Source: an optimization exercise on an open RTL-to-GDS flow (aim: small area). Production flows keep margins and buffers that such runs may drop.
Where RTL was checked, it was by simulation tests only, not by an equivalence proof against the original.
No functional check of the RTL was part of runs 2 and 3.
No activity file was given, so power comes from the tool's default toggle rates.

### design/flow/config.mk
export PLATFORM = sky130hd
export DESIGN_NAME = pcal_engine
export DESIGN_NICKNAME = pcal_engine
export VERILOG_FILES = /design/flow/design.v
export SDC_FILE = /design/flow/constraint.sdc
export NUM_CORES = 4
export LEC_CHECK = 0
export CAP_MARGIN = 20
export CORE_MARGIN = 2
export CORE_UTILIZATION = 50
export PLACE_DENSITY = 0.6
export SLEW_MARGIN = 20
### design/flow/constraint.sdc
create_clock -name core_clock -period 8.0 [get_ports {clk}]
set_input_delay 1.6000 -clock core_clock [delete_from_list [all_inputs] [get_ports {clk}]]
set_output_delay 1.6000 -clock core_clock [all_outputs]
set_load 0.01 [all_outputs]
### design/flow/design.v
module pcal_engine (
    input  wire        clk,
    input  wire        rst,
    input  wire [7:0]  cfg_addr,
    input  wire [1:0]  cfg_forced,
    input  wire [7:0]  cfg_retries,
    input  wire        cfg_pin_hook,
    input  wire        cmd_valid,
    output wire        cmd_ready,
    input  wire [31:0] cmd_data,
    output wire        rsp_valid,
    output wire        rsp_ok,
    output wire [15:0] rsp_value,
    output wire        tr_valid,
    output wire [1:0]  tr_kind,
    output wire [6:0]  tr_dev,
    output wire [7:0]  tr_reg,
    output wire [7:0]  tr_wdata,
    input  wire        tr_done,
    input  wire        tr_ok,
    input  wire [7:0]  tr_rdata,
    output wire        evt_valid,
    output wire        evt_global,
    output wire [7:0]  evt_id,
    output wire [3:0]  evt_pin,
    output wire        evt_state,
    output wire [15:0] evt_status
);
    localparam [4:0] S_CLR  = 5'd0,  S_IDLE = 5'd1,  S_LIST = 5'd2,  S_EXEC = 5'd3,
                     S_HPIN = 5'd4,  S_HINI = 5'd5,  S_DOF  = 5'd6,  S_DET0 = 5'd7,
                     S_DET1 = 5'd8,  S_DET2 = 5'd9,  S_POST = 5'd10, S_GATE = 5'd11,
                     S_LR   = 5'd12, S_LW   = 5'd13, S_RST  = 5'd14, S_ANS  = 5'd15,
                     S_CBW  = 5'd17, S_HX   = 5'd18, S_EVG  = 5'd19,
                     S_EVW  = 5'd20, S_EVP  = 5'd21, S_RESP = 5'd22;
    reg [2:0]  ab;           
    reg [7:0]  retries;
    reg [1:0]  forced;
    reg        hook;
    reg [4:0]  err;          
    reg [1:0]  variant;
    reg        init;
    reg [15:0] snap;
    reg [7:0]  gcb;
    reg [7:0]  cid [0:15];   
    reg [1:0]  ced [0:15];   
    reg [3:0]  pos;
    reg [4:0]  state;
    reg [6:0]  op;
    reg        bad, pinbad;
    reg [3:0]  pn;
    reg [31:0] X;
    reg [15:0] M;
    reg [7:0]  att;
    reg        t6;
    reg [3:0]  tl;
    reg [1:0]  s;
    reg        rok;
    wire [7:0] B0 = X[7:0], B1 = X[15:8], B2 = X[23:16], B3 = X[31:24];
    wire o_init   = op == 7'h01, o_detect = op == 7'h02, o_setret = op == 7'h03,
         o_geterr = op == 7'h04, o_clrerr = op == 7'h05, o_getvar = op == 7'h06,
         o_hasext = op == 7'h07, o_getadr = op == 7'h08, o_chaddr = op == 7'h09,
         o_rdpin  = op == 7'h13, o_rdpinl = op == 7'h14, o_tgl    = op == 7'h17,
         o_rstdef = op == 7'h1B, o_drvl   = op == 7'h27, o_drvget = op == 7'h28,
         o_intcfg = op == 7'h2C, o_intcfl = op == 7'h2D, o_intmsk = op == 7'h2E,
         o_intst  = op == 7'h2F, o_omode  = op == 7'h30, o_cbreg  = op == 7'h40,
         o_cbunrg = op == 7'h41, o_cbglob = op == 7'h42, o_handle = op == 7'h43;
    wire o_drv    = (op == 7'h26) || o_drvl;
    wire drvmode  = o_drv || o_drvget;
    wire gated    = (op[6:4] == 3'd2) || o_omode;
    wire lo_std   = (op[6:4] == 3'd1) && (op[3:0] <= 4'hB);     
    wire a_init   = o_init || lo_std || gated || o_cbreg || o_handle;
    wire a_pins   = ((op[6:4] == 3'd1) && !(op == 7'h11 || op == 7'h19 || o_rstdef)) ||
                    ((op[6:4] == 3'd2) && !(op == 7'h21 || op == 7'h24 || op == 7'h2A ||
                                            o_intmsk || o_intst)) ||
                    o_cbreg || o_cbunrg;
    wire c_rf     = (a_init && !o_init && !o_rstdef && !o_intmsk && !o_omode);
    wire c_wf     = (lo_std || gated) && !o_rdpin && !o_rdpinl && !o_drvget && !o_intst;
    wire pmod     = (op == 7'h10) || (op == 7'h15) || o_tgl || (op == 7'h18) ||
                    (op == 7'h20) || (op == 7'h23) || (op == 7'h29) || o_intcfg;
    wire merge    = (op == 7'h11) || (op == 7'h12) || (op == 7'h16) || (op == 7'h19) ||
                    (op == 7'h1A) || (op == 7'h21) || (op == 7'h22) || (op == 7'h24) ||
                    (op == 7'h25) || (op == 7'h2A) || (op == 7'h2B) || o_intcfl;
    wire pair_odd = (o_handle && !t6) || o_cbreg;
    reg [4:0] bsel;
    always @(*) begin
        case (op)
            7'h10, 7'h11, 7'h12:          bsel = 5'b0_0110;    
            7'h15, 7'h16, 7'h17:          bsel = 5'b0_0010;    
            7'h18, 7'h19, 7'h1A:          bsel = 5'b0_0100;    
            7'h20, 7'h21, 7'h22:          bsel = 5'b1_0110;    
            7'h23, 7'h24, 7'h25:          bsel = 5'b1_1000;    
            7'h29, 7'h2A, 7'h2B:          bsel = 5'b1_0100;    
            7'h2C, 7'h2D, 7'h2E:          bsel = 5'b1_1010;    
            7'h2F:                        bsel = 5'b1_1100;    
            7'h30:                        bsel = 5'b1_1111;    
            7'h26, 7'h27, 7'h28:          bsel = 5'b1_0000;    
            7'h43:                        bsel = {5{variant == 2'd2}} & 5'b1_1100;
            default:                      bsel = 5'b0_0000;    
        endcase
    end
    wire [7:0] ho = cmd_data[31:24];
    wire z23_16 = cmd_data[23:16] == 8'd0;
    wire z15_8  = cmd_data[15:8] == 8'd0;
    wire z7_2   = cmd_data[7:2] == 6'd0;
    wire z23_8  = z23_16 && z15_8;
    wire z23_0  = z23_8 && z7_2 && (cmd_data[1:0] == 2'd0);
    wire z15_2  = z15_8 && z7_2;
    reg  h_legal, h_list, h_p, h_m, h_n;
    always @(*) begin
        h_legal = 1'b0; h_list = 1'b0; h_p = 1'b0; h_m = 1'b0; h_n = 1'b0;
        case (ho)
            8'h01, 8'h02, 8'h04, 8'h06, 8'h07, 8'h08, 8'h1B, 8'h2F, 8'h43:
                begin h_legal = z23_0; h_n = 1'b1; end
            8'h03, 8'h09, 8'h42:
                begin h_legal = z23_8; h_n = 1'b1; end
            8'h05, 8'h2E:
                begin h_legal = z23_16; h_n = 1'b1; end
            8'h10, 8'h15, 8'h18, 8'h20, 8'h23, 8'h29, 8'h2C:
                begin h_legal = z15_2 && !cmd_data[1]; h_p = 1'b1; end
            8'h13, 8'h17, 8'h28, 8'h41:
                begin h_legal = z15_2 && (cmd_data[1:0] == 2'd0); h_p = 1'b1; end
            8'h26:
                begin h_legal = z15_2; h_p = 1'b1; end
            8'h11, 8'h19, 8'h21, 8'h24, 8'h2A:
                begin h_legal = (cmd_data[23:17] == 7'd0); h_m = 1'b1; end
            8'h12, 8'h14, 8'h16, 8'h1A, 8'h22, 8'h25, 8'h27, 8'h2B, 8'h2D:
                begin h_legal = z23_8; h_list = 1'b1; end
            8'h30:
                begin h_legal = z23_8 && z7_2; h_n = 1'b1; end
            8'h40:
                begin h_legal = z7_2 && !z15_8 && (cmd_data[1:0] != 2'd3); h_n = 1'b1; end
            default: h_n = 1'b1;
        endcase
    end
    wire h_rdread = (ho == 8'h13) || (ho == 8'h28);
    wire h_tgl    = (ho == 8'h17);
    wire h_drv    = (ho == 8'h26);
    wire h_inv    = (ho == 8'h2C);
    wire e_legal = (cmd_data[31:16] == 16'd0) && z7_2 &&
                   (o_drvl || (o_rdpinl ? (cmd_data[1:0] == 2'd0) : !cmd_data[1]));
    wire [3:0]  dpin = (state == S_LIST) ? cmd_data[11:8] : cmd_data[19:16];
    wire [15:0] dec  = 16'd1 << dpin;
    wire s_loop = (state == S_LR) || (state == S_LW);
    reg  act;
    always @(*) begin
        if (o_drv)                          act = |M[3:0];
        else if (o_drvget)                  act = (s == pn[3:2]);
        else if (pmod || o_rdpin)           act = (s == {pn[3], 1'b0});
        else if (o_omode)                   act = (s == 2'd0);
        else                                act = (s[0] == pair_odd);
    end
    wire       s_det = (state == S_DET0) || (state == S_DET1) || (state == S_DET2);
    wire       s_wr  = (state == S_LW) || (state == S_RST);
    wire [1:0] lowb  = drvmode ? s : {tl[1], s[1] | tl[0]};
    assign tr_valid = (state == S_HPIN) || (state == S_HINI) || s_det ||
                      (state == S_RST) || (s_loop && act);
    assign tr_kind  = (state == S_HPIN) ? 2'd3 : (state == S_HINI) ? 2'd2 :
                      s_wr ? 2'd1 : 2'd0;
    assign tr_dev   = {4'b0100, ab};
    assign tr_reg   = {1'b0, t6, 2'b00, tl[3:2], s_loop ? lowb : tl[1:0]};
    wire [7:0] tmask = o_tgl ? (8'd1 << pn[2:0]) : 8'd0;
    wire       rsc   = !((tl[3:1] == 3'b010) || (tl == 4'hF));
    assign tr_wdata = (state == S_HPIN) ? {5'd0, ab} :
                      (state == S_RST)  ? {8{rsc}} : (B0 ^ tmask);
    wire hook_k = (state == S_HPIN) || (state == S_HINI);
    wire fin    = tr_valid && tr_done && (hook_k || tr_ok || s_det || (att == retries));
    reg [7:0] keep;
    integer k;
    always @(*)
        for (k = 0; k < 8; k = k + 1)
            keep[k] = drvmode ? M[k >> 1] : M[k];
    wire [7:0] mrg = (state == S_LR && act) ? ((keep & B0) | (~keep & tr_rdata)) : B0;
    reg a0, a1;
    always @(*) begin
        a0 = 1'b0; a1 = 1'b0;
        for (k = 0; k < 16; k = k + 1) begin
            a0 = a0 | X[2*k];
            a1 = a1 | X[2*k+1];
        end
    end
    wire [15:0] stv  = {B2, B0};
    wire [15:0] curv = {B3, B1};
    wire [1:0] hed   = ced[0];
    wire       cur_b = curv[pos];
    wire       chg   = snap[pos] ^ cur_b;
    wire       fire  = stv[pos] && chg &&
                       ((hed == 2'd2) || ((hed == 2'd0) && cur_b) || ((hed == 2'd1) && !cur_b));
    assign cmd_ready  = (state == S_IDLE) || (state == S_LIST);
    assign rsp_valid  = (state == S_RESP);
    assign rsp_ok     = rok;
    assign rsp_value  = stv;
    assign evt_valid  = ((state == S_EVG) && (gcb != 8'd0)) || ((state == S_EVP) && fire);
    assign evt_global = (state == S_EVG);
    assign evt_id     = (state == S_EVG) ? gcb : cid[0];
    assign evt_pin    = pos;
    assign evt_state  = cur_b;
    assign evt_status = stv;
    wire ring_wr = (state == S_CLR) || ((state == S_CBW) && (pos == pn));
    wire [1:0] ring_ed = B0[1:0] | {2{(state == S_CLR) || o_cbunrg}};
    integer i;
    always @(posedge clk) begin
        for (i = 0; i < 15; i = i + 1) begin
            cid[i] <= cid[i + 1];
            ced[i] <= ced[i + 1];
        end
        cid[15] <= ring_wr ? B2 : cid[0];
        ced[15] <= ring_wr ? ring_ed : ced[0];
        pos     <= rst ? 4'd0 : pos + 4'd1;
    end
    wire [7:0] caddr = (cfg_addr < 8'h20) ? 8'h20 : (cfg_addr > 8'h27) ? 8'h27 : cfg_addr;
    wire [4:0] clrset = {1'b0, gated, c_wf, c_rf, a_pins};
    always @(posedge clk) begin
        if (rst) begin
            ab      <= caddr[2:0];
            retries <= cfg_retries;
            forced  <= cfg_forced;
            hook    <= cfg_pin_hook;
            err     <= 5'd0;
            variant <= 2'd0;
            init    <= 1'b0;
            snap    <= 16'd0;
            gcb     <= 8'd0;
            state   <= S_CLR;
        end else begin
            if (tr_valid && tr_done) begin
                att <= fin ? 8'd0 : att + 8'd1;
                if (fin && !hook_k) begin
                    if (s_wr) err[2] <= !tr_ok;
                    else      err[1] <= !tr_ok;
                end
            end
            case (state)
            S_CLR: if (pos == 4'd15) state <= S_IDLE;
            S_IDLE: if (cmd_valid) begin
                op     <= cmd_data[30:24];
                bad    <= !h_legal || cmd_data[31];
                pinbad <= |cmd_data[23:20];
                pn     <= cmd_data[19:16];
                att    <= ~cmd_data[7:0];
                for (k = 0; k < 16; k = k + 1) begin
                    if (h_p)      M[k] <= dec[k] ? !(h_rdread || h_tgl) : h_rdread;
                    else if (h_m) M[k] <= cmd_data[k];
                    else          M[k] <= h_list && (ho == 8'h14);
                end
                for (k = 0; k < 32; k = k + 1) begin
                    if (h_p)      X[k] <= h_drv ? cmd_data[k & 1] : (cmd_data[0] ^ h_inv);
                    else if (h_m) X[k] <= cmd_data[16];
                    else if (h_n) X[k] <= cmd_data[(k & 7) + ((k & 16) >> 1)];
                    else          X[k] <= 1'b0;
                end
                state <= (h_list && (cmd_data[7:0] != 8'd0)) ? S_LIST : S_EXEC;
            end
            S_LIST: if (cmd_valid) begin
                if (!e_legal)          bad    <= 1'b1;
                if (|cmd_data[15:12])  pinbad <= 1'b1;
                for (k = 0; k < 16; k = k + 1)
                    if (dec[k]) M[k] <= !o_rdpinl;
                for (k = 0; k < 32; k = k + 1) begin
                    if (o_drvl) begin
                        if (dec[k >> 1]) X[k] <= cmd_data[k & 1];
                    end else if (!k[3]) begin
                        if (dec[(k & 7) + ((k & 16) >> 1)]) X[k] <= cmd_data[0] ^ o_intcfl;
                    end
                end
                att <= att + 8'd1;
                if (att == 8'hFE) state <= S_EXEC;
            end
            S_EXEC: begin
                att <= 8'd0;
                if (bad) begin
                    rok <= 1'b0; X[7:0] <= 8'd0; X[23:16] <= 8'd0; state <= S_RESP;
                end else if (a_pins && pinbad) begin
                    err[0] <= 1'b1;
                    rok <= 1'b0; X[7:0] <= 8'd0; X[23:16] <= 8'd0; state <= S_RESP;
                end else if (o_chaddr) begin
                    if (B0[7:3] != 5'b00100) begin
                        err[4] <= 1'b1;
                        rok <= 1'b0; X[7:0] <= 8'd0; X[23:16] <= 8'd0; state <= S_RESP;
                    end else begin
                        err[4]  <= 1'b0;
                        ab      <= B0[2:0];
                        init    <= 1'b0;
                        variant <= 2'd0;
                        state   <= hook ? S_HPIN : S_HINI;
                    end
                end else if (o_detect && init) begin
                    state <= S_DOF;
                end else if ((a_init || o_detect) && !init) begin
                    state <= hook ? S_HPIN : S_HINI;
                end else begin
                    state <= S_GATE;
                end
            end
            S_HPIN: if (fin) state <= S_HINI;
            S_HINI: if (fin) begin
                if (tr_ok) state <= S_DOF;
                else begin rok <= 1'b0; X[7:0] <= 8'd0; X[23:16] <= 8'd0; state <= S_RESP; end
            end
            S_DOF: begin
                t6 <= 1'b0; tl <= 4'd0;
                if (forced != 2'd0) begin
                    variant <= forced;
                    state   <= S_POST;
                end else
                    state   <= S_DET0;
            end
            S_DET0: if (fin) begin
                if (tr_ok) begin t6 <= 1'b1; state <= S_DET1; end
                else begin variant <= 2'd0; state <= S_POST; end
            end
            S_DET1: if (fin) begin
                variant <= tr_ok ? 2'd2 : 2'd1;
                t6      <= 1'b0;
                state   <= S_DET2;
            end
            S_DET2: if (fin) begin
                if (!tr_ok) variant <= 2'd0;
                state <= S_POST;
            end
            S_POST: begin
                init <= 1'b1;
                if (o_detect) begin
                    rok <= (variant != 2'd0); X[7:0] <= {6'd0, variant}; X[23:16] <= 8'd0;
                    state <= S_RESP;
                end else if (o_init || o_chaddr) begin
                    rok <= 1'b1; X[7:0] <= 8'd0; X[23:16] <= 8'd0; state <= S_RESP;
                end else
                    state <= S_GATE;
            end
            S_GATE: begin
                if (gated && variant != 2'd2) begin
                    err[3] <= 1'b1;
                    rok <= 1'b0; X[7:0] <= 8'd0; X[23:16] <= 8'd0; state <= S_RESP;
                end else begin
                    err <= err & ~clrset;
                    rok <= 1'b1;
                    t6  <= bsel[4];
                    tl  <= bsel[3:0];
                    s   <= 2'd0;
                    if (pmod || merge || o_rdpin || o_rdpinl || o_drvget || o_intst ||
                        o_handle || o_drv)
                        state <= S_LR;
                    else if (o_intmsk || o_omode)
                        state <= S_LW;
                    else if (o_rstdef) begin
                        t6 <= 1'b0; tl <= 4'd2; state <= S_RST;
                    end else if (o_cbreg || o_cbunrg)
                        state <= S_CBW;
                    else begin
                        state <= S_RESP;
                        X[7:0] <= 8'd0; X[23:16] <= 8'd0;
                        if (o_setret) retries <= B0;
                        if (o_geterr) X[5:0] <= {err[4:1], 1'b0, err[0]};
                        if (o_clrerr) err <= err & ~{B0[5:2], B0[0]};
                        if (o_getvar) X[1:0] <= variant;
                        if (o_hasext) X[0] <= (variant == 2'd2);
                        if (o_getadr) X[6:0] <= {4'b0100, ab};
                        if (o_cbglob) gcb <= B0;
                    end
                end
            end
            S_LR: if (!act || fin) begin
                if (act && !tr_ok) begin
                    rok <= 1'b0; X[7:0] <= 8'd0; X[23:16] <= 8'd0; state <= S_RESP;
                end else begin
                    X <= {mrg, X[31:8]};
                    M <= {M[3:0], M[15:4]};
                    s <= s + 2'd1;
                    if (s == 2'd3) begin
                        if (pmod || merge || o_drv)
                            state <= S_LW;
                        else if (o_rdpin || o_drvget)
                            state <= S_ANS;
                        else if (o_handle) begin
                            if (t6) begin t6 <= 1'b0; tl <= 4'd0; end
                            else state <= S_HX;
                        end else begin
                            if (o_cbreg) begin X[7:0] <= 8'd0; X[23:16] <= 8'd0; end
                            state <= S_RESP;     
                        end
                    end
                end
            end
            S_LW: if (!act || fin) begin
                if (act && !tr_ok) begin
                    rok <= 1'b0; X[7:0] <= 8'd0; X[23:16] <= 8'd0; state <= S_RESP;
                end else begin
                    X <= {X[7:0], X[31:8]};
                    M <= {M[3:0], M[15:4]};
                    s <= s + 2'd1;
                    if (s == 2'd3) begin
                        X[7:0] <= 8'd0; X[23:16] <= 8'd0;
                        state <= S_RESP;
                    end
                end
            end
            S_ANS: begin
                X[7:0]   <= {6'd0, a1 && o_drvget, o_drvget ? a0 : (a0 || a1)};
                X[23:16] <= 8'd0;
                state    <= S_RESP;
            end
            S_RST: if (fin) begin
                if (!tr_ok) begin
                    rok <= 1'b0; X[7:0] <= 8'd0; X[23:16] <= 8'd0; state <= S_RESP;
                end else if ((!t6 && tl == 4'd7 && variant != 2'd2) || (t6 && tl == 4'hF)) begin
                    X[7:0] <= 8'd0; X[23:16] <= 8'd0; state <= S_RESP;
                end else if (!t6 && tl == 4'd7) begin
                    t6 <= 1'b1; tl <= 4'd0;
                end else if (tl == 4'hB) begin
                    tl <= 4'hF;
                end else
                    tl <= tl + 4'd1;
            end
            S_CBW: if (pos == pn) begin
                if (o_cbreg) begin
                    t6 <= 1'b0; tl <= 4'd0; state <= S_LR;
                end else begin
                    X[7:0] <= 8'd0; X[23:16] <= 8'd0; state <= S_RESP;
                end
            end
            S_HX: begin
                if (variant != 2'd2) begin
                    X[7:0]   <= B1 ^ snap[7:0];
                    X[23:16] <= B3 ^ snap[15:8];
                end
                state <= S_EVG;
            end
            S_EVG: state <= S_EVW;
            S_EVW: if (pos == 4'd15) state <= S_EVP;
            S_EVP: if (pos == 4'd15) state <= S_RESP;
            S_RESP: begin
                if (rok && (o_cbreg || o_handle)) snap <= curv;
                state <= S_IDLE;
            end
            default: state <= S_IDLE;
            endcase
        end
    end
endmodule
### design/flow/run.sh
#!/bin/bash
# synth_recipe.tcl (not shown) runs the flow's synth.tcl, then flattens the netlist and writes it again
# the make line also repeats each setting of config.mk as NAME=value (left out here)
make -C /OpenROAD-flow-scripts/flow DESIGN_CONFIG=/design/flow/config.mk WORK_HOME=/design/flow/orfs CLKGATE_MAP_FILE= SYNTH_SCRIPT=/design/flow/synth_recipe.tcl finish
==> results.toml, run 1 <==
[critical_path]
startpoint_type = "register"
cp-end-kind = "output pin"
crit_arrival_ns = 4.16
crit_fanout = 28
path_cells = "nor2b_1 -> nand3_1 -> o21ai_0 -> nor2_1 -> a211oi_4 -> nand2_1 -> clkdlybuf4s50_1"
worstSetupPathType = "register to output pin"
critical-path-top-delay-family = "simple AND/OR/NAND/NOR gates"
worst-path-buf-inv = 1
crit_path_top_delay_cell = "edfxtp_1"
cp.required_ns = 6.40
slowest_delay_ns = 0.99

[synthesis]
yosys_warnings = 3
synth.distinct_cells = 94
synth_area_leaders = "dfxtp_1 27%, edfxtp_1 18%, a21oi_1 5.6%, nand2_1 5.0%, nor2_1 3.5%"
synthCells = 1673
avgSynthCellArea_um2 = 9.013
ys.flop_type = "dfxtp_1"
synth-seq-cells = 292
synth_edf_count = 91
async_flop_share_pct = 0
yosysSeqAreaShare_pct = 44.81
synth_top_cell_area_share_pct = 26.69
yosysTopAreaCell = "dfxtp_1"
syn-cell-area_um2 = 15080

[worst_hold_path]
hold_class = "register to register"

[timing]
hold_viol = 0
finalSetupViolations = 0
fin_tns_setup_ns = 0
relSlewSlack_pct = 26.91
tightest_slew_ns = 1.090
skew_ns = 0.02375
post-route-min-period_ns = 5.760
worst_slack_ns = 2.240
rsz0062_at_grt = "no"
hold_ws_ns = 0.3230
drv_slew = 0
fin_crit_sh_pct = 72.00
timing.fmax_mhz = 173.6

[clock_tree]
cts.sinks = 292
cts_setup_buffers = 0
cts_root_buffer = "clkbuf_16"
cts_buffers = 30
hold_buffers = 0
insertion_delay_ns = 0.58
cts-resized-gates = 0
htree_levels = 1
cts_tree = "done"
clk_path_buf_depth = 3
clk_pin_slew_ns = 0.06

[place]
gp_congestion = 0.9508
post-place-ws_ns = 2.716
dp_hpwl_um = 38030
dpl_cell_area_um2 = 16420
io_buffer_count = 132

[detailed_routing]
num_vias = 13801
via_per_inst = 6.482
drc_errors = 0
drt_iter0_drc = 1746
ant_nets = 0
wl_per_cell_um = 24.82
wl_um = 52850
first_pass_iters = 6

[job]
cap_viol_max_count = 0

[run_status]
status = "timing/DRC/antenna clean"

[layout]
antenna_cells = 0
filler_cell_count = 2716
fin_nets = 1787
final_cell_area_um2 = 17400
areaGrowthSynthToFinish_pct = 15.39
drive_gt1_share_pct = 8.741

[pwr]
powerDensity_nw_per_um2 = 279.3
leakage_nw = 6.317
ir_worst_vdd_v = 0.0002711
total_power_w = 0.004860

[die]
dieArea_um2 = 31560
ios = 140
die_h_um = 177.7
start_util_pct = 50.87
core_area_um2 = 29640
die_x_um = 177.7
rows = 63

[global_route]
grt_pass1_vias = 12795
grt_pass1_wl_um = 78520
grt_overflow = 0
track_usage_pct = 32.96
grt_max_degree = 60
antenna_found_initial = 0
[routing by layer]
layer	wire, µm	vias up	GRT usage [%]
met2	24130	836	51.87
met1	20930	6580	45.04
li1	-	6216	-
met3	5036	169	4.135
met4	2754	0	15.61
met5	0	-	0
[synth_stat cells (all sizes together), types with 11 or more instances]
cell type	n
a211o	21
a211oi	16
a21o	11
a21oi	168
a221oi	17
a31oi	13
buf	60
clkbuf	92
dfxtp	201
edfxtp	91
inv	26
mux2	21
mux2i	40
mux4	15
nand2	199
nand2b	22
nand3	43
nand4	17
nor2	143
nor2b	18
nor3	47
nor3b	11
nor4	24
o211ai	28
o21a	13
o21ai	83
o22ai	17
o31ai	11
xnor2	28
xor2	15
[cell type report]
class	instances	area (µm²)	area share, %
multi-input combinational	1208	7570	43.51
sequential	292	6756	38.83
timing repair buffer	159	1519	8.730
clock buffer	39	845.8	4.861
tap	390	488.0	2.805
clock inverter	15	122.6	0.7047
inverter	26	97.59	0.5609
[cells by family (layout without fill, tap and decap cells)]
kind of cell             Yosys count  after routing  share of synthesized area (%)
buffers and inverters            178            239                          5.327
flip-flops                       292            292                          44.81
adder cells (fa/ha/maj)            6              6                         0.4979
AO/OA/AOI/OAI                    482            482                          21.09
XOR/XNOR                          43             43                          2.498
AND/OR/NAND/NOR                  594            594                          19.18
other                              2              7                        0.04981
multiplexers                      76             76                          6.547
[flip-flops by register name, indices dropped and copies added (netlist names), 2 cells and up]
register and cells:
ced 32, snap 16, forced 2, state 5
X 32, s 2, err 5, retries 8
cid 128, tl 4, att 8, ab 3
pos 4, pn 4, M 16, gcb 8
op 7, variant 2
[per-stage QoR]
| step | std cells | utilization (%) |
|---|---|---|
| final | 2129 | 58.70 |
| after global routing | 2129 | 58.70 |
| after CTS | 2129 | 58.68 |
| after detailed placement | 2075 | 55.41 |
| after global placement | 2075 | 55.37 |
| after floorplan | 1678 | - |
[layout by cell type (no fill, tap or decap), types with 8 or more instances in the layout]
cell type	Yosys	final
a211o_1	20	20
a211oi_1	15	15
a21o_1	11	11
a21oi_1	168	168
a221oi_1	17	17
a22oi_1	8	8
a31oi_1	13	13
and3_1	9	9
buf_4	28	27
clkbuf_16	0	31
clkdlybuf4s50_1	0	131
dfxtp_1	201	201
edfxtp_1	91	91
inv_1	25	25
mux2_2	21	21
mux2i_1	39	39
mux4_2	15	15
nand2_1	199	199
nand2b_1	22	22
nand3_1	43	43
nand3b_1	9	9
nand4_1	17	17
nor2_1	142	139
nor2b_1	18	18
nor3_1	46	44
nor3b_1	9	9
nor4_1	23	23
o211ai_1	28	28
o21a_1	13	13
o21ai_0	75	74
o22a_1	10	10
o22ai_1	17	17
or3_1	9	9
xnor2_1	28	28
xor2_1	15	15
[power breakdown]
part	total, W	switching, W	internal (W)
registers	0.00223	0.000230	0.00200
logic	0.00126	0.000734	0.000526
clock network	0.00137	0.000616	0.000757
[worst paths after layout]
check / end / start / cells past startpoint / slack (ns)
hold reg to reg: cid[11][1]$_DFF_P_ / cid[12][1]$_DFF_P_ / 0 / 0.32
hold / removal: cid[11][1]$_DFF_P_ / cid[12][1]$_DFF_P_ / 0 / 0.32
setup / recovery: tr_valid / op[3]$_DFFE_PP_ / 7 / 2.24
setup reg to reg: X[3]$_DFFE_PP_ / op[3]$_DFFE_PP_ / 8 / 3.76
==> inputs of run 2 (changes only) <==
--- a/design/flow/design.v
+++ b/design/flow/design.v
@@ -31,7 +31,7 @@
                      S_DET1 = 5'd8,  S_DET2 = 5'd9,  S_POST = 5'd10, S_GATE = 5'd11,
                      S_LR   = 5'd12, S_LW   = 5'd13, S_RST  = 5'd14, S_ANS  = 5'd15,
                      S_CBW  = 5'd17, S_HX   = 5'd18, S_EVG  = 5'd19,
-                     S_EVW  = 5'd20, S_EVP  = 5'd21, S_RESP = 5'd22;
+                     S_EVW  = 5'd20, S_EVP  = 5'd21, S_RESP = 5'd22, S_RFL  = 5'd23;
     reg [2:0]  ab;           
     reg [7:0]  retries;
     reg [1:0]  forced;
@@ -54,7 +54,6 @@
     reg        t6;
     reg [3:0]  tl;
     reg [1:0]  s;
-    reg        rok;
     wire [7:0] B0 = X[7:0], B1 = X[15:8], B2 = X[23:16], B3 = X[31:24];
     wire o_init   = op == 7'h01, o_detect = op == 7'h02, o_setret = op == 7'h03,
          o_geterr = op == 7'h04, o_clrerr = op == 7'h05, o_getvar = op == 7'h06,
@@ -81,6 +80,12 @@
                     (op == 7'h1A) || (op == 7'h21) || (op == 7'h22) || (op == 7'h24) ||
                     (op == 7'h25) || (op == 7'h2A) || (op == 7'h2B) || o_intcfl;
     wire pair_odd = (o_handle && !t6) || o_cbreg;
+    wire pfmt     = pmod || o_rdpin || o_drvget || (op == 7'h26);
+    wire mfmt     = (op == 7'h11) || (op == 7'h19) || (op == 7'h21) || (op == 7'h24) ||
+                    (op == 7'h2A);
+    wire rdop     = o_rdpin || o_rdpinl || o_drvget;
+    wire valop    = o_geterr || o_getvar || o_hasext || o_getadr || o_detect || rdop ||
+                    o_intst || o_handle;
     reg [4:0] bsel;
     always @(*) begin
         case (op)
@@ -138,8 +143,25 @@
     wire h_inv    = (ho == 8'h2C);
     wire e_legal = (cmd_data[31:16] == 16'd0) && z7_2 &&
                    (o_drvl || (o_rdpinl ? (cmd_data[1:0] == 2'd0) : !cmd_data[1]));
-    wire [3:0]  dpin = (state == S_LIST) ? cmd_data[11:8] : cmd_data[19:16];
+    wire        s_list = (state == S_LIST);
+    wire [3:0]  dpin = s_list ? cmd_data[11:8] : pn;
+    wire [1:0]  ev   = s_list ? cmd_data[1:0] : X[1:0];
     wire [15:0] dec  = 16'd1 << dpin;
+    reg [15:0] Me;
+    reg [31:0] Xe;
+    integer k;
+    always @(*) begin
+        for (k = 0; k < 16; k = k + 1)
+            Me[k] = dec[k] ? !o_tgl : M[k];
+        for (k = 0; k < 32; k = k + 1) begin
+            Xe[k] = X[k];
+            if (drvmode) begin
+                if (dec[k >> 1]) Xe[k] = ev[k & 1];
+            end else if (!k[3]) begin
+                if (dec[(k & 7) + ((k & 16) >> 1)]) Xe[k] = ev[0] ^ (o_intcfl || o_intcfg);
+            end
+        end
+    end
     wire s_loop = (state == S_LR) || (state == S_LW);
     reg  act;
     always @(*) begin
@@ -163,13 +185,13 @@
     assign tr_wdata = (state == S_HPIN) ? {5'd0, ab} :
                       (state == S_RST)  ? {8{rsc}} : (B0 ^ tmask);
     wire hook_k = (state == S_HPIN) || (state == S_HINI);
-    wire fin    = tr_valid && tr_done && (hook_k || tr_ok || s_det || (att == retries));
+    wire fin    = tr_valid && tr_done && (hook_k || tr_ok || s_det || (att == 8'd0));
     reg [7:0] keep;
-    integer k;
     always @(*)
         for (k = 0; k < 8; k = k + 1)
-            keep[k] = drvmode ? M[k >> 1] : M[k];
-    wire [7:0] mrg = (state == S_LR && act) ? ((keep & B0) | (~keep & tr_rdata)) : B0;
+            keep[k] = (drvmode ? M[k >> 1] : M[k]) ^ rdop;
+    wire       vm  = !rdop && !(mfmt && !pn[0]);
+    wire [7:0] mrg = (state == S_LR && act) ? ((keep & B0 & {8{vm}}) | (~keep & tr_rdata)) : B0;
     reg a0, a1;
     always @(*) begin
         a0 = 1'b0; a1 = 1'b0;
@@ -186,9 +208,9 @@
     wire       fire  = stv[pos] && chg &&
                        ((hed == 2'd2) || ((hed == 2'd0) && cur_b) || ((hed == 2'd1) && !cur_b));
     assign cmd_ready  = (state == S_IDLE) || (state == S_LIST);
-    assign rsp_valid  = (state == S_RESP);
-    assign rsp_ok     = rok;
-    assign rsp_value  = stv;
+    assign rsp_valid  = (state == S_RESP) || (state == S_RFL);
+    assign rsp_ok     = (state == S_RESP);
+    assign rsp_value  = stv & {16{valop && (state == S_RESP)}};
     assign evt_valid  = ((state == S_EVG) && (gcb != 8'd0)) || ((state == S_EVP) && fire);
     assign evt_global = (state == S_EVG);
     assign evt_id     = (state == S_EVG) ? gcb : cid[0];
@@ -222,13 +244,6 @@
             gcb     <= 8'd0;
             state   <= S_CLR;
         end else begin
-            if (tr_valid && tr_done) begin
-                att <= fin ? 8'd0 : att + 8'd1;
-                if (fin && !hook_k) begin
-                    if (s_wr) err[2] <= !tr_ok;
-                    else      err[1] <= !tr_ok;
-                end
-            end
             case (state)
             S_CLR: if (pos == 4'd15) state <= S_IDLE;
             S_IDLE: if (cmd_valid) begin
@@ -236,46 +251,34 @@
                 bad    <= !h_legal || cmd_data[31];
                 pinbad <= |cmd_data[23:20];
                 pn     <= cmd_data[19:16];
-                att    <= ~cmd_data[7:0];
-                for (k = 0; k < 16; k = k + 1) begin
-                    if (h_p)      M[k] <= dec[k] ? !(h_rdread || h_tgl) : h_rdread;
-                    else if (h_m) M[k] <= cmd_data[k];
-                    else          M[k] <= h_list && (ho == 8'h14);
-                end
-                for (k = 0; k < 32; k = k + 1) begin
-                    if (h_p)      X[k] <= h_drv ? cmd_data[k & 1] : (cmd_data[0] ^ h_inv);
-                    else if (h_m) X[k] <= cmd_data[16];
-                    else if (h_n) X[k] <= cmd_data[(k & 7) + ((k & 16) >> 1)];
-                    else          X[k] <= 1'b0;
-                end
+                att    <= cmd_data[7:0];
+                M <= h_m ? cmd_data[15:0] : 16'd0;
+                X <= {cmd_data[15:8], cmd_data[15:8], cmd_data[7:0], cmd_data[7:0]};
                 state <= (h_list && (cmd_data[7:0] != 8'd0)) ? S_LIST : S_EXEC;
             end
             S_LIST: if (cmd_valid) begin
+                M <= Me;
+                X <= Xe;
                 if (!e_legal)          bad    <= 1'b1;
                 if (|cmd_data[15:12])  pinbad <= 1'b1;
-                for (k = 0; k < 16; k = k + 1)
-                    if (dec[k]) M[k] <= !o_rdpinl;
-                for (k = 0; k < 32; k = k + 1) begin
-                    if (o_drvl) begin
-                        if (dec[k >> 1]) X[k] <= cmd_data[k & 1];
-                    end else if (!k[3]) begin
-                        if (dec[(k & 7) + ((k & 16) >> 1)]) X[k] <= cmd_data[0] ^ o_intcfl;
-                    end
-                end
-                att <= att + 8'd1;
-                if (att == 8'hFE) state <= S_EXEC;
+                att <= att - 8'd1;
+                if (att == 8'd1) state <= S_EXEC;
             end
             S_EXEC: begin
-                att <= 8'd0;
+                att <= retries;
+                if (pfmt) begin
+                    M <= Me;
+                    X <= Xe;
+                end
                 if (bad) begin
-                    rok <= 1'b0; X[7:0] <= 8'd0; X[23:16] <= 8'd0; state <= S_RESP;
+                    state <= S_RFL;
                 end else if (a_pins && pinbad) begin
                     err[0] <= 1'b1;
-                    rok <= 1'b0; X[7:0] <= 8'd0; X[23:16] <= 8'd0; state <= S_RESP;
+                    state <= S_RFL;
                 end else if (o_chaddr) begin
                     if (B0[7:3] != 5'b00100) begin
                         err[4] <= 1'b1;
-                        rok <= 1'b0; X[7:0] <= 8'd0; X[23:16] <= 8'd0; state <= S_RESP;
+                        state <= S_RFL;
                     end else begin
                         err[4]  <= 1'b0;
                         ab      <= B0[2:0];
@@ -291,10 +294,14 @@
                     state <= S_GATE;
                 end
             end
-            S_HPIN: if (fin) state <= S_HINI;
+            S_HPIN: begin
+                if (tr_done) att <= retries;
+                if (fin) state <= S_HINI;
+            end
             S_HINI: if (fin) begin
+                att <= retries;
                 if (tr_ok) state <= S_DOF;
-                else begin rok <= 1'b0; X[7:0] <= 8'd0; X[23:16] <= 8'd0; state <= S_RESP; end
+                else begin state <= S_RFL; end
             end
             S_DOF: begin
                 t6 <= 1'b0; tl <= 4'd0;
@@ -305,35 +312,40 @@
                     state   <= S_DET0;
             end
             S_DET0: if (fin) begin
+                att <= retries;
+                err[1] <= !tr_ok;
                 if (tr_ok) begin t6 <= 1'b1; state <= S_DET1; end
                 else begin variant <= 2'd0; state <= S_POST; end
             end
             S_DET1: if (fin) begin
+                att <= retries;
+                err[1] <= !tr_ok;
                 variant <= tr_ok ? 2'd2 : 2'd1;
                 t6      <= 1'b0;
                 state   <= S_DET2;
             end
             S_DET2: if (fin) begin
+                att <= retries;
+                err[1] <= !tr_ok;
                 if (!tr_ok) variant <= 2'd0;
                 state <= S_POST;
             end
             S_POST: begin
                 init <= 1'b1;
                 if (o_detect) begin
-                    rok <= (variant != 2'd0); X[7:0] <= {6'd0, variant}; X[23:16] <= 8'd0;
-                    state <= S_RESP;
+                    X[1:0] <= variant;
+                    state <= (variant != 2'd0) ? S_RESP : S_RFL;
                 end else if (o_init || o_chaddr) begin
-                    rok <= 1'b1; X[7:0] <= 8'd0; X[23:16] <= 8'd0; state <= S_RESP;
+                    state <= S_RESP;
                 end else
                     state <= S_GATE;
             end
             S_GATE: begin
                 if (gated && variant != 2'd2) begin
                     err[3] <= 1'b1;
-                    rok <= 1'b0; X[7:0] <= 8'd0; X[23:16] <= 8'd0; state <= S_RESP;
+                    state <= S_RFL;
                 end else begin
                     err <= err & ~clrset;
-                    rok <= 1'b1;
                     t6  <= bsel[4];
                     tl  <= bsel[3:0];
                     s   <= 2'd0;
@@ -348,7 +360,6 @@
                         state <= S_CBW;
                     else begin
                         state <= S_RESP;
-                        X[7:0] <= 8'd0; X[23:16] <= 8'd0;
                         if (o_setret) retries <= B0;
                         if (o_geterr) X[5:0] <= {err[4:1], 1'b0, err[0]};
                         if (o_clrerr) err <= err & ~{B0[5:2], B0[0]};
@@ -359,9 +370,11 @@
                     end
                 end
             end
-            S_LR: if (!act || fin) begin
+            S_LR: if (act && tr_done && !fin) att <= att - 8'd1;
+            else if (!act || fin) begin
+                if (act) begin att <= retries; err[1] <= !tr_ok; end
                 if (act && !tr_ok) begin
-                    rok <= 1'b0; X[7:0] <= 8'd0; X[23:16] <= 8'd0; state <= S_RESP;
+                    state <= S_RFL;
                 end else begin
                     X <= {mrg, X[31:8]};
                     M <= {M[3:0], M[15:4]};
@@ -375,23 +388,21 @@
                             if (t6) begin t6 <= 1'b0; tl <= 4'd0; end
                             else state <= S_HX;
                         end else begin
-                            if (o_cbreg) begin X[7:0] <= 8'd0; X[23:16] <= 8'd0; end
                             state <= S_RESP;     
                         end
                     end
                 end
             end
-            S_LW: if (!act || fin) begin
+            S_LW: if (act && tr_done && !fin) att <= att - 8'd1;
+            else if (!act || fin) begin
+                if (act) begin att <= retries; err[2] <= !tr_ok; end
                 if (act && !tr_ok) begin
-                    rok <= 1'b0; X[7:0] <= 8'd0; X[23:16] <= 8'd0; state <= S_RESP;
+                    state <= S_RFL;
                 end else begin
                     X <= {X[7:0], X[31:8]};
                     M <= {M[3:0], M[15:4]};
                     s <= s + 2'd1;
-                    if (s == 2'd3) begin
-                        X[7:0] <= 8'd0; X[23:16] <= 8'd0;
-                        state <= S_RESP;
-                    end
+                    if (s == 2'd3) state <= S_RESP;
                 end
             end
             S_ANS: begin
@@ -399,11 +410,13 @@
                 X[23:16] <= 8'd0;
                 state    <= S_RESP;
             end
-            S_RST: if (fin) begin
+            S_RST: if (tr_done && !fin) att <= att - 8'd1;
+            else if (fin) begin
+                att <= retries; err[2] <= !tr_ok;
                 if (!tr_ok) begin
-                    rok <= 1'b0; X[7:0] <= 8'd0; X[23:16] <= 8'd0; state <= S_RESP;
+                    state <= S_RFL;
                 end else if ((!t6 && tl == 4'd7 && variant != 2'd2) || (t6 && tl == 4'hF)) begin
-                    X[7:0] <= 8'd0; X[23:16] <= 8'd0; state <= S_RESP;
+                    state <= S_RESP;
                 end else if (!t6 && tl == 4'd7) begin
                     t6 <= 1'b1; tl <= 4'd0;
                 end else if (tl == 4'hB) begin
@@ -414,9 +427,8 @@
             S_CBW: if (pos == pn) begin
                 if (o_cbreg) begin
                     t6 <= 1'b0; tl <= 4'd0; state <= S_LR;
-                end else begin
-                    X[7:0] <= 8'd0; X[23:16] <= 8'd0; state <= S_RESP;
-                end
+                end else
+                    state <= S_RESP;
             end
             S_HX: begin
                 if (variant != 2'd2) begin
@@ -429,9 +441,10 @@
             S_EVW: if (pos == 4'd15) state <= S_EVP;
             S_EVP: if (pos == 4'd15) state <= S_RESP;
             S_RESP: begin
-                if (rok && (o_cbreg || o_handle)) snap <= curv;
+                if (o_cbreg || o_handle) snap <= curv;
                 state <= S_IDLE;
             end
+            S_RFL: state <= S_IDLE;
             default: state <= S_IDLE;
             endcase
         end
==> design/flow/flow/run.sh (new file) <==
#!/bin/bash
# Own layout flow: the standard layout, with three changes.
#  - synthesis: the standard flow's synthesis script unchanged, except that the ABC call
#    uses an area-oriented script (flow/area.abc) instead of ORFS's speed
#    script; registers are mapped before ABC runs, so they are untouched.
#  - port buffers: buffer_ports uses sky130_fd_sc_hd__buf_1.
#  - CTS: no dummy loads.
set -euo pipefail
W=$(pwd)
cat > "$W/own_synth.tcl" <<TCL
proc abc {args} {
  set out {}
  set skip 0
  foreach a \$args {
    if {\$skip} { set skip 0; continue }
    if {\$a eq "-script" || \$a eq "-constr"} { set skip 1; continue }
    lappend out \$a
  }
  yosys abc -script $W/flow/area.abc {*}\$out
}
source $W/synth_recipe.tcl
TCL
sed "s#SYNTH_SCRIPT=[^ ]*synth_recipe.tcl#SYNTH_SCRIPT=$W/own_synth.tcl#" standard.sh > own_standard.sh
grep -q own_synth.tcl own_standard.sh
export BUFFER_PORTS_ARGS="-buffer_cell sky130_fd_sc_hd__buf_1"
export CTS_ARGS="-sink_clustering_enable -repair_clock_nets -dont_use_dummy_load -buf_list sky130_fd_sc_hd__clkbuf_16 -sink_clustering_size 24 -sink_clustering_max_diameter 60"
bash own_standard.sh > "$W/flow_make.log" 2>&1
==> design/flow/flow/area.abc (new file) <==
strash
&get -n
&fraig -x
&put
scorr
dc2
strash
&get -n
&dch -f
&nf -R 1000
&put
==> design/flow/standard.sh (new file) <==
#!/bin/bash
# synth_recipe.tcl (not shown) runs the flow's synth.tcl, then flattens the netlist and writes it again
# the make line also repeats each setting of config.mk as NAME=value (left out here)
make -C /OpenROAD-flow-scripts/flow DESIGN_CONFIG=/design/flow/config.mk WORK_HOME=/design/flow/orfs CLKGATE_MAP_FILE= SYNTH_SCRIPT=/design/flow/synth_recipe.tcl "${@:-finish}"
removed: design/flow/run.sh
==> run 2 against run 1 <==
Net effect:
- still clean on timing, DRC and antenna
- synthesized cell count fell by 15%
- clock power fell by 24%
- non-clock buffer count fell by 6
- count of clock-buffer cells in the layout fell by 14
- sequential share of layout area rose by 6.6 points
- critical endpoint is now X[10]$_DFFE_PP_
- highest routed layer unchanged
==> results.toml, run 2 <==
[job]
cap_viol_max_count = 0

[critical_path]
startpoint_type = "register"
crit_arrival_ns = 6.60
worst_r2r_path_depth = 18
crit_fanout = 17
worstSetupPathType = "register to register"
cp-end-kind = "register"
slowest_delay_ns = 0.80
crit_path_top_delay_cell = "o311ai_0"
cp.required_ns = 8.22
worstReg2RegStart = "op[6]$_DFFE_PP_"
path_cells = "nor2b_1 -> nor2b_1 -> nand3_1 -> o311ai_0 -> nor2_1 -> nor3_1 -> nor2_1 -> nor2_1 -> o22ai_1 -> clkinv_1 -> a21oi_1 -> nand2_1 -> o311a_1 -> nor2_1 -> o21ai_0 -> nand3_1 -> a21oi_1 -> and2_0"
worst-path-buf-inv = 1
rr_endpoint = "X[10]$_DFFE_PP_"
critical-path-top-delay-family = "simple AND/OR/NAND/NOR gates"
regToRegSetupSlack_ns = 1.62
path_common_cell = "nor2_1"

[global_route]
grt_pass1_wl_um = 73000
track_usage_pct = 34.30
grt_pass1_vias = 11760
antenna_found_initial = 1
grt_max_degree = 47
grt_overflow = 0

[worst_hold_path]
worstHoldPathCells = 0
hold_class = "register to register"
min-delay-start = "cid[14][0]$_DFF_P_"
hold_end = "cid[13][0]$_DFF_P_"

[timing]
finalSetupViolations = 0
tightest_slew_ns = 1.132
fin_tns_setup_ns = 0
drv_slew = 0
hold_viol = 0
relSlewSlack_pct = 23.74
fin_crit_sh_pct = 79.73
post-route-min-period_ns = 6.378
timing.fmax_mhz = 156.8
rsz0062_at_grt = "no"
hold_ws_ns = 0.3150
skew_ns = 0.04411

[detailed_routing]
first_pass_iters = 6
ant_nets = 0
wl_um = 48440
drc_errors = 0
via_per_inst = 6.466
wl_per_cell_um = 25.00
num_vias = 12532
drt_iter0_drc = 1877

[synthesis]
synth_area_leaders = "dfxtp_1 31%, edfxtp_1 21%, nand2_1 7.4%, nor2_1 5.1%, a21oi_1 4.0%"
synth-seq-cells = 291
avgSynthCellArea_um2 = 9.210
yosys_warnings = 3
ys.flop_type = "dfxtp_1"
synth.most_common_cell = "nand2_1"
yosysTopAreaCell = "dfxtp_1"
synth_top_cell_area_share_pct = 30.60
synth.distinct_cells = 62
synth_common_cells = "259 x nand2_1, 201 x dfxtp_1, 178 x nor2_1, 104 x a21oi_1, 90 x edfxtp_1"
syn-cell-area_um2 = 13150
yosysSeqAreaShare_pct = 51.15
synth_edf_count = 90
async_flop_share_pct = 0
synthCells = 1428

[clock_tree]
cts_buffers = 25
clk_pin_slew_ns = 0.09
cts_tree = "done"
cts_root_buffer = "clkbuf_16"
htree_levels = 1
hold_buffers = 0
clk_path_buf_depth = 3
cts.sinks = 291
insertion_delay_ns = 0.56
cts_setup_buffers = 0
cts-resized-gates = 0

[place]
io_buffer_count = 132
gp_congestion = 1.001
dp_hpwl_um = 36120

[run_status]
status = "timing/DRC/antenna clean"

[layout]
filler_cell_count = 2388
drive_gt1_share_pct = 3.748
layout_common_cells = "259 x nand2_1, 201 x dfxtp_1, 178 x nor2_1, 131 x buf_1, 104 x a21oi_1"
fin_nets = 1674
top_register = "cid"
largest_register_ffs = 128
areaGrowthSynthToFinish_pct = 12.57
final_common_cell = "nand2_1"
reg_top3 = "cid (128), X (32), ced (32)"

[die]
rows = 59
core_area_um2 = 25910
ios = 140
dieArea_um2 = 27620
die_x_um = 166.2
start_util_pct = 50.76
die_h_um = 166.2

[pwr]
powerDensity_nw_per_um2 = 182.4
ir_worst_vdd_v = 0.0002602
leakage_nw = 5.423
-- run 2: cell count changes in the layout (fill, tap and decap cells not counted), sizes merged, moves of 13 or more --
| cell | change |
|---|---|
| a211o | -20 |
| buf | +124 |
| nand3 | +24 |
| o21ai | -14 |
| inv | -35 |
| mux2i | -30 |
| clkdlybuf4s50 | -131 |
| and2 | +17 |
| nand2 | +60 |
| nor2 | +35 |
| a21oi | -64 |
| clkbuf | -13 |
-- run 2: how the worst max path moves through the flow --
stage                     depth (start not counted)  slack, ns             from         endpoint
final                                            18       1.62  op[6]$_DFFE_PP_  X[10]$_DFFE_PP_
after global placement                           18       2.07  op[6]$_DFFE_PP_  X[10]$_DFFE_PP_
after CTS                                        14       1.80  op[6]$_DFFE_PP_         tr_valid
after detailed placement                         18       1.94  op[6]$_DFFE_PP_  X[11]$_DFFE_PP_
after global routing                             18       1.12  op[6]$_DFFE_PP_  X[10]$_DFFE_PP_
after floorplan                                  17       3.11  op[6]$_DFFE_PP_  tl[0]$_DFFE_PP_
-- run 2: layout make-up --
type                            count  area, µm²  share of cell area (%)
Antenna cell                        2      5.005                 0.03381
Clock buffer                       25      625.6                   4.226
Inverter                           13      48.80                  0.3296
Multi-Input combinational cell   1119       6325                   42.72
Sequential cell                   291       6726                   45.44
Tap cell                          335      419.2                   2.831
Timing Repair Buffer              153      654.4                   4.420
-- run 2: cells by family (layout without fill, tap and decap cells) --
logic type / after synthesis / count (layout) / share of synthesized area [%]
AOI/OAI and AO/OA: 310 / 310 / 15.15
muxes: 45 / 45 / 4.786
adders and majority gates: 7 / 7 / 0.6659
DFF: 291 / 291 / 51.15
and+or+nand+nor: 709 / 709 / 24.53
xor gates and xnor gates: 41 / 41 / 2.730
other: 2 / 9 / 0.05710
buffers and inverters: 23 / 191 / 0.9419
-- run 2: worst register-to-register path, cell delays in order (launching register included) --
cell and delay (ns):
edfxtp_1 0.44, nor2b_1 0.22, nor2b_1 0.56, nand3_1 0.37
o311ai_0 0.80, nor2_1 0.14, nor3_1 0.20, nor2_1 0.07
nor2_1 0.09, o22ai_1 0.23, clkinv_1 0.15, a21oi_1 0.09
nand2_1 0.11, o311a_1 0.47, nor2_1 0.19, o21ai_0 0.53
nand3_1 0.69, a21oi_1 0.44, and2_0 0.27
-- run 2: through the flow --
step	instance area, µm²	power [W]	instances	utilization [%]	setup slack [ns]
2_1_floorplan	13170	0.001631	1433	-	3.111
3_3_place_gp	14170	0.001685	1911	54.70	2.067
4_1_cts	14800	0.002709	1936	57.12	1.798
6_report	14800	0.002700	1938	57.13	1.622
3_5_place_dp	14170	0.001685	1911	54.70	1.941
5_1_grt	14800	0.002775	1936	57.12	1.119
-- run 2: report_power, final --
group          internal [W]  switching (W)  leakage [nW]
sequential          0.00153      0.0000172          2.51
combinational     0.0000383      0.0000677          2.61
clock              0.000546       0.000497         0.308
-- run 2: routing by layer --
layer  global-route usage (%)  vias to the layer above  wire length [µm]
li1                         -                     5599                 -
met1                    48.76                     5870             19720
met2                    51.06                      895             20280
met3                    8.532                      168              6416
met4                    12.10                        0              2026
met5                        0                        -                 0
==> inputs of run 3 (changes only) <==
--- a/design/flow/flow/run.sh
+++ b/design/flow/flow/run.sh
@@ -23,5 +23,5 @@
 sed "s#SYNTH_SCRIPT=[^ ]*synth_recipe.tcl#SYNTH_SCRIPT=$W/own_synth.tcl#" standard.sh > own_standard.sh
 grep -q own_synth.tcl own_standard.sh
 export BUFFER_PORTS_ARGS="-buffer_cell sky130_fd_sc_hd__buf_1"
-export CTS_ARGS="-sink_clustering_enable -repair_clock_nets -dont_use_dummy_load -buf_list sky130_fd_sc_hd__clkbuf_16 -sink_clustering_size 24 -sink_clustering_max_diameter 60"
+export CTS_ARGS="-sink_clustering_enable -repair_clock_nets -dont_use_dummy_load -buf_list sky130_fd_sc_hd__clkbuf_8 -sink_clustering_size 12 -sink_clustering_max_diameter 50"
 bash own_standard.sh > "$W/flow_make.log" 2>&1
==> run 3 against run 2 <==
Net effect:
- non-clock buffer count unchanged
- sequential share of layout area increased by 0.36 points
- count of clock-buffer cells in the layout increased by 12
- utilization decreased by 0.45 points
- global-route usage about the same
- hold slack improved by 0.0069 ns
- maximum frequency decreased by 0.24%
- cell count increased by 0.62%
- critical path type unchanged
- critical endpoint is now X[11]$_DFFE_PP_
- highest routed layer unchanged
==> results.toml, run 3 <==
[run_status]
status = "timing/DRC/antenna clean"

[synthesis]
yosysSeqAreaShare_pct = 51.15
avgSynthCellArea_um2 = 9.210
synth_top_cell_area_share_pct = 30.60
synth-seq-cells = 291
synth_common_cells = "259 x nand2_1, 201 x dfxtp_1, 178 x nor2_1, 104 x a21oi_1, 90 x edfxtp_1"
synth_area_leaders = "dfxtp_1 31%, edfxtp_1 21%, nand2_1 7.4%, nor2_1 5.1%, a21oi_1 4.0%"
synthCells = 1428
ys.flop_type = "dfxtp_1"
async_flop_share_pct = 0
synth.distinct_cells = 62
synth_edf_count = 90
synth.most_common_cell = "nand2_1"
syn-cell-area_um2 = 13150
yosys_warnings = 3
yosysTopAreaCell = "dfxtp_1"

[detailed_routing]
wl_per_cell_um = 24.73
wl_um = 48230
drc_errors = 0
drt_iter0_drc = 1792
num_vias = 12567
via_per_inst = 6.445
ant_nets = 0
first_pass_iters = 7

[clock_tree]
cts_buffers = 37
cts.sinks = 291
cts_setup_buffers = 0
cts_tree = "done"
clk_pin_slew_ns = 0.07
htree_levels = 2
cts_root_buffer = "clkbuf_8"
clk_path_buf_depth = 3
cts-resized-gates = 0
insertion_delay_ns = 0.56
hold_buffers = 0

[timing]
fin_crit_sh_pct = 79.92
timing.fmax_mhz = 156.4
finalSetupViolations = 0
tightest_slew_ns = 1.125
rsz0062_at_grt = "no"
skew_ns = 0.05411
relSlewSlack_pct = 25.01
hold_viol = 0
fin_tns_setup_ns = 0
drv_slew = 0
hold_ws_ns = 0.3219
post-route-min-period_ns = 6.394

[critical_path]
critical-path-top-delay-family = "simple AND/OR/NAND/NOR gates"
cp-end-kind = "register"
worst_r2r_path_depth = 18
startpoint_type = "register"
regToRegSetupSlack_ns = 1.61
rr_endpoint = "X[11]$_DFFE_PP_"
crit_arrival_ns = 6.62
path_common_cell = "nor2_1"
crit_path_start = "op[6]$_DFFE_PP_"
crit_fanout = 17
worstReg2RegStart = "op[6]$_DFFE_PP_"
slowest_delay_ns = 0.82
cp.required_ns = 8.23
worstSetupPathType = "register to register"
worst-path-buf-inv = 1
crit_path_top_delay_cell = "o311ai_0"
path_cells = "nor2b_1 -> nor2b_1 -> nand3_1 -> o311ai_0 -> nor2_1 -> nor3_1 -> nor2_1 -> nor2_1 -> o22ai_1 -> clkinv_1 -> a21oi_1 -> nand2_1 -> o311a_1 -> nor2_1 -> o21ai_0 -> nand3_1 -> a21oi_1 -> and2_0"

[layout]
fin_cells = 1950
reg_top3 = "cid (128), X (32), ced (32)"
top_register = "cid"
drive_gt1_share_pct = 4.464
multi_input_area_um2 = 6325
filler_cell_count = 2414
largest_register_ffs = 128
final_common_cell = "nand2_1"
fin_nets = 1686
final_cell_area_um2 = 14690
seq_area_um2 = 6726
areaGrowthSynthToFinish_pct = 11.68
layout_common_cells = "259 x nand2_1, 201 x dfxtp_1, 178 x nor2_1, 131 x buf_1, 104 x a21oi_1"

[die]
die_h_um = 166.2
die_x_um = 166.2
start_util_pct = 50.76
ios = 140
dieArea_um2 = 27620
core_area_um2 = 25910
rows = 59

[place]
dp_cells = 1911
io_buffer_count = 132
dpl_cell_area_um2 = 14170
gp_congestion = 1.001
dp_hpwl_um = 36120

[worst_hold_path]
worstHoldPathCells = 0
hold_class = "register to register"
hold_end = "ced[0][0]$_DFF_P_"
min-delay-start = "ced[1][0]$_DFF_P_"

[pwr]
ir_worst_vdd_v = 0.0002267
total_power_w = 0.002562
powerDensity_nw_per_um2 = 174.4
leakage_nw = 5.381

[job]
cap_viol_max_count = 0

[global_route]
grt_pass1_vias = 11794
grt_pass1_wl_um = 72710
track_usage_pct = 34.34
grt_max_degree = 47
grt_overflow = 0
antenna_found_initial = 1
==> run 3: metrics by stage <==
stage                     util (%)  setup WS (ns)
after global placement       54.70          2.067
after floorplan                  -          3.111
after detailed placement     54.70          1.941
after CTS                    56.67          1.785
after global routing         56.67          1.146
final                        56.69          1.606
==> run 3: final cells by class <==
class                      count  share of cell area (%)
sequential                   291                   45.80
timing repair buffer         153                   4.455
inverter                      13                  0.3322
tap                          335                   2.854
clock buffer                  37                   3.467
antenna                        2                 0.03407
multi-input combinational   1119                   43.06
==> run 3: power breakdown <==
part | switching, W | internal (W) | leakage (nW) | total, W
clock | 0.000495 | 0.000410 | 0.266 | 0.000905
combinational | 0.0000675 | 0.0000383 | 2.61 | 0.000106
sequential | 0.0000171 | 0.00153 | 2.51 | 0.00155
==> run 3: how the worst max path moves through the flow <==
stage / to / slack, ns / depth (start not counted)
after floorplan: tl[0]$_DFFE_PP_ / 3.11 / 17
after global placement: X[10]$_DFFE_PP_ / 2.07 / 18
after detailed placement: X[11]$_DFFE_PP_ / 1.94 / 18
after CTS: tr_valid / 1.78 / 14
after global routing: X[11]$_DFFE_PP_ / 1.15 / 18
final: X[11]$_DFFE_PP_ / 1.61 / 18
==> run 3: worst reg2reg max path: cells and delay by family (launching register included) <==
| kind | cells | cell delay, ns |
|---|---|---|
| AND/OR/NAND/NOR | 11 | 2.93 |
| AO/OA/AOI/OAI | 6 | 2.57 |
| flip-flops | 1 | 0.44 |
| buffers and inverters | 1 | 0.16 |
==> run 3: kinds of logic (layout without fill, tap and decap cells) <==
kind of cell               count (synthesis)  count (layout)  share of synthesized area [%]
adders and majority gates                  7               7                         0.6659
DFF                                      291             291                          51.15
AOI/OAI and AO/OA                        310             310                          15.15
and+or+nand+nor                          709             709                          24.53
buffers and inverters                     23             203                         0.9419
xor gates and xnor gates                  41              41                          2.730
muxes                                     45              45                          4.786
other                                      2               9                        0.05710
==> run 3: routing by layer <==
metal	routed length (µm)	vias to the layer above	share of wire [%]	global-route usage, %
met2	20130	939	42	50.89
met3	6411	168	13	7.817
met5	0	-	0	0
met4	2159	0	4.5	13.57
met1	19520	5850	40	48.88
li1	-	5610	-	-

-- re-timing with driven ports --
How much do the figures lean on ideal ports? The routed layouts below were timed once more, with nothing changed but the port constraints.
Step 1 sets driving cells, clkbuf_16 on the clock port and buf_2 on the other inputs (assumed; they add their load-dependent delay and slew).
Step 2, shift: input delay + t, output delay - t, t = (earliest + latest rising clock arrival at the registers) / 2. This alone moves slack from input paths to output paths.
Slacks: ideal / step 1 / step 2; pairs: ideal / step 1.
run	t (ns)	slack for setup (ns)	hold WS [ns]	cell pins on the clock port's net
run 1	0.616	2.240 / 2.189 / 2.612	0.323 / 0.323 / 0.323	1
run 2	0.585	1.622 / 1.622 / 1.622	0.315 / 0.315 / 0.315	1
run 3	0.578	1.606 / 1.566 / 1.606	0.322 / 0.322 / 0.322	1
After both steps setup and hold are still met in every run listed.
